This is an optimization exercise on Yosys and OpenROAD, whose aim is small area, not a production implementation.
Only simulation tests tie the RTL to the original design; equivalence was not proved.

**design/flow/constraint.sdc**
```tcl
create_clock -name core_clock -period 16.0 [get_ports {clk}]
set_input_delay 3.2000 -clock core_clock [delete_from_list [all_inputs] [get_ports {clk}]]
set_output_delay 3.2000 -clock core_clock [all_outputs]
set_load 0.01 [all_outputs]
```
**design/flow/run.sh**
```bash
#!/bin/bash
# synth_recipe.tcl (not shown) runs the flow's synth.tcl, then flattens the netlist and writes it again
# the make line also repeats each setting of config.mk as NAME=value (left out here)
make -C /OpenROAD-flow-scripts/flow DESIGN_CONFIG=/design/flow/config.mk WORK_HOME=/design/flow/orfs CLKGATE_MAP_FILE= SYNTH_SCRIPT=/design/flow/synth_recipe.tcl finish
```
**design/flow/design.v**
```verilog
module gyp_cis_lut (
    input  wire [5:0]        idx,
    output reg  signed [7:0] cos_o,
    output reg  signed [7:0] sin_o
);
    always @(*) begin
        case (idx)
            6'd0 : begin cos_o = 8'sd127; sin_o = 8'sd0; end
            6'd1 : begin cos_o = 8'sd126; sin_o = 8'sd12; end
            6'd2 : begin cos_o = 8'sd125; sin_o = 8'sd25; end
            6'd3 : begin cos_o = 8'sd122; sin_o = 8'sd37; end
            6'd4 : begin cos_o = 8'sd117; sin_o = 8'sd49; end
            6'd5 : begin cos_o = 8'sd112; sin_o = 8'sd60; end
            6'd6 : begin cos_o = 8'sd106; sin_o = 8'sd71; end
            6'd7 : begin cos_o = 8'sd98; sin_o = 8'sd81; end
            6'd8 : begin cos_o = 8'sd90; sin_o = 8'sd90; end
            6'd9 : begin cos_o = 8'sd81; sin_o = 8'sd98; end
            6'd10: begin cos_o = 8'sd71; sin_o = 8'sd106; end
            6'd11: begin cos_o = 8'sd60; sin_o = 8'sd112; end
            6'd12: begin cos_o = 8'sd49; sin_o = 8'sd117; end
            6'd13: begin cos_o = 8'sd37; sin_o = 8'sd122; end
            6'd14: begin cos_o = 8'sd25; sin_o = 8'sd125; end
            6'd15: begin cos_o = 8'sd12; sin_o = 8'sd126; end
            6'd16: begin cos_o = 8'sd0; sin_o = 8'sd127; end
            6'd17: begin cos_o = -8'sd12; sin_o = 8'sd126; end
            6'd18: begin cos_o = -8'sd25; sin_o = 8'sd125; end
            6'd19: begin cos_o = -8'sd37; sin_o = 8'sd122; end
            6'd20: begin cos_o = -8'sd49; sin_o = 8'sd117; end
            6'd21: begin cos_o = -8'sd60; sin_o = 8'sd112; end
            6'd22: begin cos_o = -8'sd71; sin_o = 8'sd106; end
            6'd23: begin cos_o = -8'sd81; sin_o = 8'sd98; end
            6'd24: begin cos_o = -8'sd90; sin_o = 8'sd90; end
            6'd25: begin cos_o = -8'sd98; sin_o = 8'sd81; end
            6'd26: begin cos_o = -8'sd106; sin_o = 8'sd71; end
            6'd27: begin cos_o = -8'sd112; sin_o = 8'sd60; end
            6'd28: begin cos_o = -8'sd117; sin_o = 8'sd49; end
            6'd29: begin cos_o = -8'sd122; sin_o = 8'sd37; end
            6'd30: begin cos_o = -8'sd125; sin_o = 8'sd25; end
            6'd31: begin cos_o = -8'sd126; sin_o = 8'sd12; end
            6'd32: begin cos_o = -8'sd127; sin_o = 8'sd0; end
            6'd33: begin cos_o = -8'sd126; sin_o = -8'sd12; end
            6'd34: begin cos_o = -8'sd125; sin_o = -8'sd25; end
            6'd35: begin cos_o = -8'sd122; sin_o = -8'sd37; end
            6'd36: begin cos_o = -8'sd117; sin_o = -8'sd49; end
            6'd37: begin cos_o = -8'sd112; sin_o = -8'sd60; end
            6'd38: begin cos_o = -8'sd106; sin_o = -8'sd71; end
            6'd39: begin cos_o = -8'sd98; sin_o = -8'sd81; end
            6'd40: begin cos_o = -8'sd90; sin_o = -8'sd90; end
            6'd41: begin cos_o = -8'sd81; sin_o = -8'sd98; end
            6'd42: begin cos_o = -8'sd71; sin_o = -8'sd106; end
            6'd43: begin cos_o = -8'sd60; sin_o = -8'sd112; end
            6'd44: begin cos_o = -8'sd49; sin_o = -8'sd117; end
            6'd45: begin cos_o = -8'sd37; sin_o = -8'sd122; end
            6'd46: begin cos_o = -8'sd25; sin_o = -8'sd125; end
            6'd47: begin cos_o = -8'sd12; sin_o = -8'sd126; end
            6'd48: begin cos_o = 8'sd0; sin_o = -8'sd127; end
            6'd49: begin cos_o = 8'sd12; sin_o = -8'sd126; end
            6'd50: begin cos_o = 8'sd25; sin_o = -8'sd125; end
            6'd51: begin cos_o = 8'sd37; sin_o = -8'sd122; end
            6'd52: begin cos_o = 8'sd49; sin_o = -8'sd117; end
            6'd53: begin cos_o = 8'sd60; sin_o = -8'sd112; end
            6'd54: begin cos_o = 8'sd71; sin_o = -8'sd106; end
            6'd55: begin cos_o = 8'sd81; sin_o = -8'sd98; end
            6'd56: begin cos_o = 8'sd90; sin_o = -8'sd90; end
            6'd57: begin cos_o = 8'sd98; sin_o = -8'sd81; end
            6'd58: begin cos_o = 8'sd106; sin_o = -8'sd71; end
            6'd59: begin cos_o = 8'sd112; sin_o = -8'sd60; end
            6'd60: begin cos_o = 8'sd117; sin_o = -8'sd49; end
            6'd61: begin cos_o = 8'sd122; sin_o = -8'sd37; end
            6'd62: begin cos_o = 8'sd125; sin_o = -8'sd25; end
            6'd63: begin cos_o = 8'sd126; sin_o = -8'sd12; end
            default: begin cos_o = 8'sd0; sin_o = 8'sd0; end
        endcase
    end
endmodule
module gyp_prn_taps (
    input  wire [4:0] sv_idx,
    output reg  [3:0] tap_a,
    output reg  [3:0] tap_b
);
    always @(*) begin
        case (sv_idx)
            5'd0 : begin tap_a = 4'd2; tap_b = 4'd6 ; end   
            5'd1 : begin tap_a = 4'd3; tap_b = 4'd7 ; end   
            5'd2 : begin tap_a = 4'd4; tap_b = 4'd8 ; end   
            5'd3 : begin tap_a = 4'd5; tap_b = 4'd9 ; end   
            5'd4 : begin tap_a = 4'd1; tap_b = 4'd9 ; end   
            5'd5 : begin tap_a = 4'd2; tap_b = 4'd10; end   
            5'd6 : begin tap_a = 4'd1; tap_b = 4'd8 ; end   
            5'd7 : begin tap_a = 4'd2; tap_b = 4'd9 ; end   
            5'd8 : begin tap_a = 4'd3; tap_b = 4'd10; end   
            5'd9 : begin tap_a = 4'd2; tap_b = 4'd3 ; end   
            5'd10: begin tap_a = 4'd3; tap_b = 4'd4 ; end   
            5'd11: begin tap_a = 4'd5; tap_b = 4'd6 ; end   
            5'd12: begin tap_a = 4'd6; tap_b = 4'd7 ; end   
            5'd13: begin tap_a = 4'd7; tap_b = 4'd8 ; end   
            5'd14: begin tap_a = 4'd8; tap_b = 4'd9 ; end   
            5'd15: begin tap_a = 4'd9; tap_b = 4'd10; end   
            5'd16: begin tap_a = 4'd1; tap_b = 4'd4 ; end   
            5'd17: begin tap_a = 4'd2; tap_b = 4'd5 ; end   
            5'd18: begin tap_a = 4'd3; tap_b = 4'd6 ; end   
            5'd19: begin tap_a = 4'd4; tap_b = 4'd7 ; end   
            5'd20: begin tap_a = 4'd5; tap_b = 4'd8 ; end   
            5'd21: begin tap_a = 4'd6; tap_b = 4'd9 ; end   
            5'd22: begin tap_a = 4'd1; tap_b = 4'd3 ; end   
            5'd23: begin tap_a = 4'd4; tap_b = 4'd6 ; end   
            5'd24: begin tap_a = 4'd5; tap_b = 4'd7 ; end   
            5'd25: begin tap_a = 4'd6; tap_b = 4'd8 ; end   
            5'd26: begin tap_a = 4'd7; tap_b = 4'd9 ; end   
            5'd27: begin tap_a = 4'd8; tap_b = 4'd10; end   
            5'd28: begin tap_a = 4'd1; tap_b = 4'd6 ; end   
            5'd29: begin tap_a = 4'd2; tap_b = 4'd7 ; end   
            5'd30: begin tap_a = 4'd3; tap_b = 4'd8 ; end   
            5'd31: begin tap_a = 4'd4; tap_b = 4'd9 ; end   
            default: begin tap_a = 4'd2; tap_b = 4'd6; end
        endcase
    end
endmodule
module gyp_corr_ch (
    input  wire               clk,
    input  wire               rst,
    input  wire               s_valid,
    input  wire signed [7:0]  s_i,
    input  wire signed [7:0]  s_q,
    input  wire               cmd_valid,
    input  wire [1:0]         cmd_op,
    input  wire [31:0]        cmd_data,
    output reg                d_valid,
    output reg  [23:0]        d_ie,
    output reg  [23:0]        d_qe,
    output reg  [23:0]        d_ip,
    output reg  [23:0]        d_qp,
    output reg  [23:0]        d_il,
    output reg  [23:0]        d_ql
);
    localparam OP_CARR  = 2'd0;
    localparam OP_CODE  = 2'd1;
    localparam OP_START = 2'd2;
    localparam OP_STOP  = 2'd3;
    reg         active;
    reg  [4:0]  sv_idx;
    reg  [31:0] carr_fcw;      
    reg  [31:0] code_fcw;      
    reg  [31:0] theta;         
    reg  [31:0] cfrac;         
    reg  [9:0]  chip_cnt;      
    reg  [10:1] g1;            
    reg  [10:1] g2;            
    reg         prev_chip;     
    reg  [23:0] acc_ie, acc_qe, acc_ip, acc_qp, acc_il, acc_ql;
    wire cmd_carr  = cmd_valid && cmd_op == OP_CARR;
    wire cmd_code  = cmd_valid && cmd_op == OP_CODE;
    wire cmd_start = cmd_valid && cmd_op == OP_START;
    wire cmd_stop  = cmd_valid && cmd_op == OP_STOP;
    wire [4:0]  sv_e       = cmd_start ? cmd_data[4:0] : sv_idx;
    wire [31:0] carr_fcw_e = cmd_carr  ? cmd_data : carr_fcw;
    wire [31:0] code_fcw_e = cmd_code  ? cmd_data : code_fcw;
    wire        active_e   = cmd_start ? 1'b1 : (cmd_stop ? 1'b0 : active);
    wire [31:0] theta_e    = cmd_start ? 32'd0 : theta;
    wire [31:0] cfrac_e    = cmd_start ? 32'd0 : cfrac;
    wire [9:0]  chip_cnt_e = cmd_start ? 10'd0 : chip_cnt;
    wire [10:1] g1_e       = cmd_start ? 10'h3ff : g1;
    wire [10:1] g2_e       = cmd_start ? 10'h3ff : g2;
    wire [23:0] acc_ie_e   = cmd_start ? 24'd0 : acc_ie;
    wire [23:0] acc_qe_e   = cmd_start ? 24'd0 : acc_qe;
    wire [23:0] acc_ip_e   = cmd_start ? 24'd0 : acc_ip;
    wire [23:0] acc_qp_e   = cmd_start ? 24'd0 : acc_qp;
    wire [23:0] acc_il_e   = cmd_start ? 24'd0 : acc_il;
    wire [23:0] acc_ql_e   = cmd_start ? 24'd0 : acc_ql;
    wire [3:0] tap_a, tap_b;
    gyp_prn_taps u_taps (.sv_idx(sv_e), .tap_a(tap_a), .tap_b(tap_b));
    wire        chip_last  = (tap_a == 4'd10) ^ (tap_b == 4'd10);
    wire        prev_e     = cmd_start ? chip_last : prev_chip;
    wire        f1 = g1_e[3] ^ g1_e[10];
    wire        f2 = g2_e[2] ^ g2_e[3] ^ g2_e[6] ^ g2_e[8] ^ g2_e[9] ^ g2_e[10];
    wire [10:1] g1_n = {g1_e[9:1], f1};
    wire [10:1] g2_n = {g2_e[9:1], f2};
    wire chip_p = g1_e[10] ^ g2_e[tap_a] ^ g2_e[tap_b];
    wire chip_n = g1_n[10] ^ g2_n[tap_a] ^ g2_n[tap_b];
    wire chip_e = cfrac_e[31] ? chip_n : chip_p;
    wire chip_l = cfrac_e[31] ? chip_p : prev_e;
    wire signed [7:0] cosv, sinv;
    gyp_cis_lut u_lut (.idx(theta_e[31:26]), .cos_o(cosv), .sin_o(sinv));
    wire signed [17:0] prod_re = s_i * cosv + s_q * sinv;
    wire signed [17:0] prod_im = s_q * cosv - s_i * sinv;
    wire signed [17:0] sh_re   = prod_re >>> 7;
    wire signed [17:0] sh_im   = prod_im >>> 7;
    wire signed [23:0] y_re    = {{6{sh_re[17]}}, sh_re};
    wire signed [23:0] y_im    = {{6{sh_im[17]}}, sh_im};
    wire [32:0] cfrac_sum = {1'b0, cfrac_e} + {1'b0, code_fcw_e};
    wire        chip_adv  = cfrac_sum[32];
    wire        epoch_end = chip_adv && chip_cnt_e == 10'd1022;
    wire run = s_valid && active_e;
    wire [23:0] nx_ie = chip_e ? acc_ie_e - y_re : acc_ie_e + y_re;
    wire [23:0] nx_qe = chip_e ? acc_qe_e - y_im : acc_qe_e + y_im;
    wire [23:0] nx_ip = chip_p ? acc_ip_e - y_re : acc_ip_e + y_re;
    wire [23:0] nx_qp = chip_p ? acc_qp_e - y_im : acc_qp_e + y_im;
    wire [23:0] nx_il = chip_l ? acc_il_e - y_re : acc_il_e + y_re;
    wire [23:0] nx_ql = chip_l ? acc_ql_e - y_im : acc_ql_e + y_im;
    always @(posedge clk) begin
        if (rst) begin
            active    <= 1'b0;
            sv_idx    <= 5'd0;
            carr_fcw  <= 32'd0;
            code_fcw  <= 32'd0;
            theta     <= 32'd0;
            cfrac     <= 32'd0;
            chip_cnt  <= 10'd0;
            g1        <= 10'h3ff;
            g2        <= 10'h3ff;
            prev_chip <= 1'b0;
            acc_ie    <= 24'd0;
            acc_qe    <= 24'd0;
            acc_ip    <= 24'd0;
            acc_qp    <= 24'd0;
            acc_il    <= 24'd0;
            acc_ql    <= 24'd0;
            d_valid   <= 1'b0;
            d_ie      <= 24'd0;
            d_qe      <= 24'd0;
            d_ip      <= 24'd0;
            d_qp      <= 24'd0;
            d_il      <= 24'd0;
            d_ql      <= 24'd0;
        end else begin
            active   <= active_e;
            sv_idx   <= sv_e;
            carr_fcw <= carr_fcw_e;
            code_fcw <= code_fcw_e;
            d_valid  <= 1'b0;
            if (run) begin
                theta <= theta_e + carr_fcw_e;
                cfrac <= cfrac_sum[31:0];
                if (chip_adv) begin
                    chip_cnt  <= (chip_cnt_e == 10'd1022) ? 10'd0 : chip_cnt_e + 10'd1;
                    g1        <= g1_n;
                    g2        <= g2_n;
                    prev_chip <= chip_p;
                end else begin
                    chip_cnt  <= chip_cnt_e;
                    g1        <= g1_e;
                    g2        <= g2_e;
                    prev_chip <= prev_e;
                end
                if (epoch_end) begin
                    d_valid <= 1'b1;
                    d_ie    <= nx_ie;
                    d_qe    <= nx_qe;
                    d_ip    <= nx_ip;
                    d_qp    <= nx_qp;
                    d_il    <= nx_il;
                    d_ql    <= nx_ql;
                    acc_ie  <= 24'd0;
                    acc_qe  <= 24'd0;
                    acc_ip  <= 24'd0;
                    acc_qp  <= 24'd0;
                    acc_il  <= 24'd0;
                    acc_ql  <= 24'd0;
                end else begin
                    acc_ie  <= nx_ie;
                    acc_qe  <= nx_qe;
                    acc_ip  <= nx_ip;
                    acc_qp  <= nx_qp;
                    acc_il  <= nx_il;
                    acc_ql  <= nx_ql;
                end
            end else begin
                theta     <= theta_e;
                cfrac     <= cfrac_e;
                chip_cnt  <= chip_cnt_e;
                g1        <= g1_e;
                g2        <= g2_e;
                prev_chip <= prev_e;
                acc_ie    <= acc_ie_e;
                acc_qe    <= acc_qe_e;
                acc_ip    <= acc_ip_e;
                acc_qp    <= acc_qp_e;
                acc_il    <= acc_il_e;
                acc_ql    <= acc_ql_e;
            end
        end
    end
endmodule
module gyp_corr #(
    parameter NCH = 8
) (
    input  wire                 clk,
    input  wire                 rst,
    input  wire                 s_valid,
    input  wire [7:0]           s_i,
    input  wire [7:0]           s_q,
    input  wire                 cmd_valid,
    input  wire [2:0]           cmd_ch,
    input  wire [1:0]           cmd_op,
    input  wire [31:0]          cmd_data,
    output wire [NCH-1:0]       d_valid,
    output wire [NCH*24-1:0]    d_ie,
    output wire [NCH*24-1:0]    d_qe,
    output wire [NCH*24-1:0]    d_ip,
    output wire [NCH*24-1:0]    d_qp,
    output wire [NCH*24-1:0]    d_il,
    output wire [NCH*24-1:0]    d_ql
);
    genvar c;
    generate
        for (c = 0; c < NCH; c = c + 1) begin : g_ch
            gyp_corr_ch u_ch (
                .clk      (clk),
                .rst      (rst),
                .s_valid  (s_valid),
                .s_i      (s_i),
                .s_q      (s_q),
                .cmd_valid(cmd_valid && cmd_ch == c),
                .cmd_op   (cmd_op),
                .cmd_data (cmd_data),
                .d_valid  (d_valid[c]),
                .d_ie     (d_ie[c*24 +: 24]),
                .d_qe     (d_qe[c*24 +: 24]),
                .d_ip     (d_ip[c*24 +: 24]),
                .d_qp     (d_qp[c*24 +: 24]),
                .d_il     (d_il[c*24 +: 24]),
                .d_ql     (d_ql[c*24 +: 24])
            );
        end
    endgenerate
endmodule
```
**design/flow/config.mk**
```make
export PLATFORM = sky130hd
export DESIGN_NAME = gyp_corr
export DESIGN_NICKNAME = gyp_corr
export VERILOG_FILES = /design/flow/design.v
export SDC_FILE = /design/flow/constraint.sdc
export NUM_CORES = 8
export LEC_CHECK = 0
export CAP_MARGIN = 20
export CORE_MARGIN = 2
export CORE_UTILIZATION = 30
export SLEW_MARGIN = 20
```
==> summary.txt <==
sequential cells by signal (all words and copies together) (netlist names), 192 cells and up:
register,cells
g_ch.u_ch.carr_fcw,256
g_ch.u_ch.cfrac,256
g_ch.u_ch.code_fcw,256
g_ch.u_ch.theta,256
g_ch.u_ch.acc_ie,192
g_ch.u_ch.acc_il,192
g_ch.u_ch.acc_ip,192
g_ch.u_ch.acc_qe,192
g_ch.u_ch.acc_ql,192
g_ch.u_ch.acc_qp,192
g_ch.u_ch.d_ie,192
g_ch.u_ch.d_il,192
g_ch.u_ch.d_ip,192
g_ch.u_ch.d_qe,192
g_ch.u_ch.d_ql,192
g_ch.u_ch.d_qp,192
logic make-up after synthesis:
| group | count (synthesis) | synth area share [%] |
|---|---|---|
| mux | 1071 | 3.66 |
| buf+inv | 6073 | 7.02 |
| xor+xnor | 2561 | 6.95 |
| fa+ha+maj | 4747 | 22.2 |
| flops | 3632 | 22.1 |
| simple gates | 14300 | 21.1 |
| compound gates | 8628 | 16.9 |
repair_timing:
action | CTS | global route
resized for setup | 0 | 1
setup buffers | 0 | 0
endpoints found under the setup margin | 0 | 1
cell usage after synthesis, types with 82 or more instances:
| master | number | area (um^2) |
|---|---|---|
| nand4_1 | 131 | 820 |
| clkbuf_1 | 1912 | 7180 |
| a31oi_1 | 249 | 1560 |
| and2_1 | 2933 | 18300 |
| nand3_1 | 1355 | 6780 |
| nor2b_1 | 369 | 2310 |
| or3_1 | 269 | 1680 |
| a21o_1 | 428 | 3210 |
| inv_1 | 3813 | 14300 |
| xor2_1 | 744 | 6520 |
| or2_2 | 138 | 863 |
| a211oi_1 | 252 | 1890 |
| ha_1 | 2920 | 36500 |
| nor3_1 | 917 | 4590 |
| o21a_1 | 232 | 1740 |
| o31ai_1 | 143 | 1070 |
| o211ai_1 | 193 | 1450 |
| o21ai_0 | 1178 | 5900 |
| fa_1 | 1824 | 36500 |
| dfxtp_1 | 3632 | 72700 |
| and3_1 | 256 | 1600 |
| a21oi_1 | 3357 | 16800 |
| mux2_2 | 537 | 6050 |
| a211o_1 | 82 | 718 |
| buf_1 | 199 | 747 |
| nor2_1 | 3399 | 12800 |
| a21boi_0 | 84 | 631 |
| xnor2_1 | 1789 | 15700 |
| a22oi_1 | 297 | 2230 |
| o21bai_1 | 421 | 3160 |
| nand2b_1 | 318 | 1990 |
| nand2_1 | 3874 | 14500 |
| mux2i_1 | 477 | 4770 |
| a22o_1 | 716 | 6270 |
worst reg2reg max path, delay by kind of cell, from the launching register on:
family | cells | cell delay, ns
xor+xnor | 3 | 0.73
fa+ha+maj | 8 | 3.41
buf+inv | 7 | 0.76
simple gates | 14 | 2.47
compound gates | 18 | 4.03
flops | 1 | 0.59
worst paths after layout:
check / end / slack (ns) / cells past startpoint
hold reg to reg: g_ch[0].u_ch.g1[2] / 0.44 / 2
setup reg to reg: g_ch[5].u_ch.acc_il[23] / 3.96 / 50
setup / recovery: g_ch[6].u_ch.d_ie[23] / 1.08 / 54
hold / removal: g_ch[0].u_ch.g1[2] / 0.44 / 2
area by class of cell:
cell class,count,area (um^2),share of cell area [%]
antenna,97,243,0.0641
clock buffer,601,12700,3.35
clock inverter,220,3110,0.821
inverter,3841,14500,3.82
multi-input combinational,31300,234000,61.7
sequential,3632,72700,19.2
tap,14500,18100,4.78
timing repair buffer,2636,23500,6.20
per-layer routing:
metal,GRT usage (%),share of wire [%],vias to the layer above
met2,32.6,45,7895
met4,6.50,3.4,20
met1,27.0,45,138000
met3,2.87,6.1,1346
met5,0,0.010,-
li1,-,-,141000
metrics by stage:
stage	util (%)	setup WS, ns
floorplan	-	0.0921
global placement	33.2	-0.0715
detailed placement	33.2	0.0111
CTS	34.6	1.14
global route	34.6	0.208
finish	34.6	1.08
==> results.ini <==
[drt]
routedWlPerCell_um=20.1
initialDrtViolationCount=22200
num_vias=288000
drtAntennaViolNets=0
drt-pass1-iter-count=6
finalWirelength_um=1140000
drc_errors=0
avgViaCountPerCell=5.07

[setup_path]
worstPathRequired_ns=17.00
cp_common_cell=inv_1
cp-end-kind=flop
startpoint=cmd_ch[2]
arrival_ns=15.92
critical-path-top-delay-family=compound AO/OA/AOI/OAI gates
crit_slowest_cell=o311a_1
cp.buffers_inverters=12
max_stage_delay_ns=0.57
rr_startpoint=g_ch[5].u_ch.theta[27]
worstPathMaxFanout=9
start_kind=input pin
path_class=in -> reg

[placed_design]
dp.cells=55900
io_buffers=1216
dp_hpwl_um=844000
routabilityCongestion=0.921
placed_area_um2=362000

[timing]
holdWs_ns=0.439
skew_ns=0.152
worstMarginPinSlew_ns=1.14
final.setup.tns_ns=0
rsz0062_at_grt=no
fmax_ghz=0.0670
period_needed_ns=14.92
finalSetupViolCount=0
finalMaxSlewViolations=0
period_share_pct=93.3
hold_viol_final=0
maxSlewHeadroom_pct=23.8

[run_status]
status=no timing/DRC/antenna violations

[cts]
h-tree-depth=5
insertion_delay_ns=1.19
clock-root-buffer=clkbuf_16
clockBufferDepth=5
cts.reportedPaths.clkPinSlew_ns=0.06
cts_buffers=451
cts_tree=done
cts_hold_buf=0
cts.sinks=3632

[min_path]
hold_start=g_ch[0].u_ch.g1[1]
min_path_type=reg -> reg

[logic_synthesis]
synthFlopType=dfxtp_1
synth_edf_count=0
async_flop_share_pct=0
syn_area_per_cell_um2=8.00
ys_types=121
synth_fp_nets=45800
ys_seq_area_share_pct=22.1
synth_cells=41000
ys_warn_count=3
ys_ff_latch=3632
syn_area_um2=329000

[die]
die_h_um=1050
core-area_um2=1090000
die_area_um2=1100000
num_rows=384
ios=1217
die_w_um=1050
initial_core_util_pct=30.1

[final_layout]
final_common_cell=nand2_1
syn2layout_area_growth_pct=15.2
drive_above_1_share_pct=7.75
fill_cells=114000
finalNonFillerCells=56800
final_area_um2=379000
nets=46700
most-common-layout-cells=3,858 x nand2_1, 3,801 x inv_1, 3,631 x dfxtp_1, 3,361 x nor2_1, 3,350 x a21oi_1

[global_route]
grt_overflow=0
grt_max_degree=178
grt_usage_pct=19.9
grt_pass1_vias=273000
grt_pass1_wl_um=1720000
antenna_found_initial=129

[run]
cap_violations=0

## port drivers added, routing unchanged
The flow's constraints put no driver on any port. The routed layout listed below was extracted and timed again, unchanged, in two steps.
Step 1 sets driving cells, clkbuf_16 on the clock port and buf_2 on the other inputs (assumed; they add their load-dependent delay and slew).
Step 2 adds t to the input delays and takes it off the output delays; t is the mean of the earliest and latest rising clock arrival at the registers after step 1. Input paths then give back, and output paths get back, about the clock's delay inside the block.
Three values: ideal ports, drivers, drivers and shift; two values: the first two.
t, ns: 1.292
setup slack, ns: 1.076 / 1.061 / -0.231
hold slack, ns: 0.439 / 0.439 / 0.439
worst register clock-pin slew, ns: 0.08 / 0.08
pins driven straight from the clock port: 1
With both steps, setup timing fails in this run, where it was met with ideal ports. The setup slack of this run moves by -0.015 ns with the drivers and by -1.307 ns with both steps.
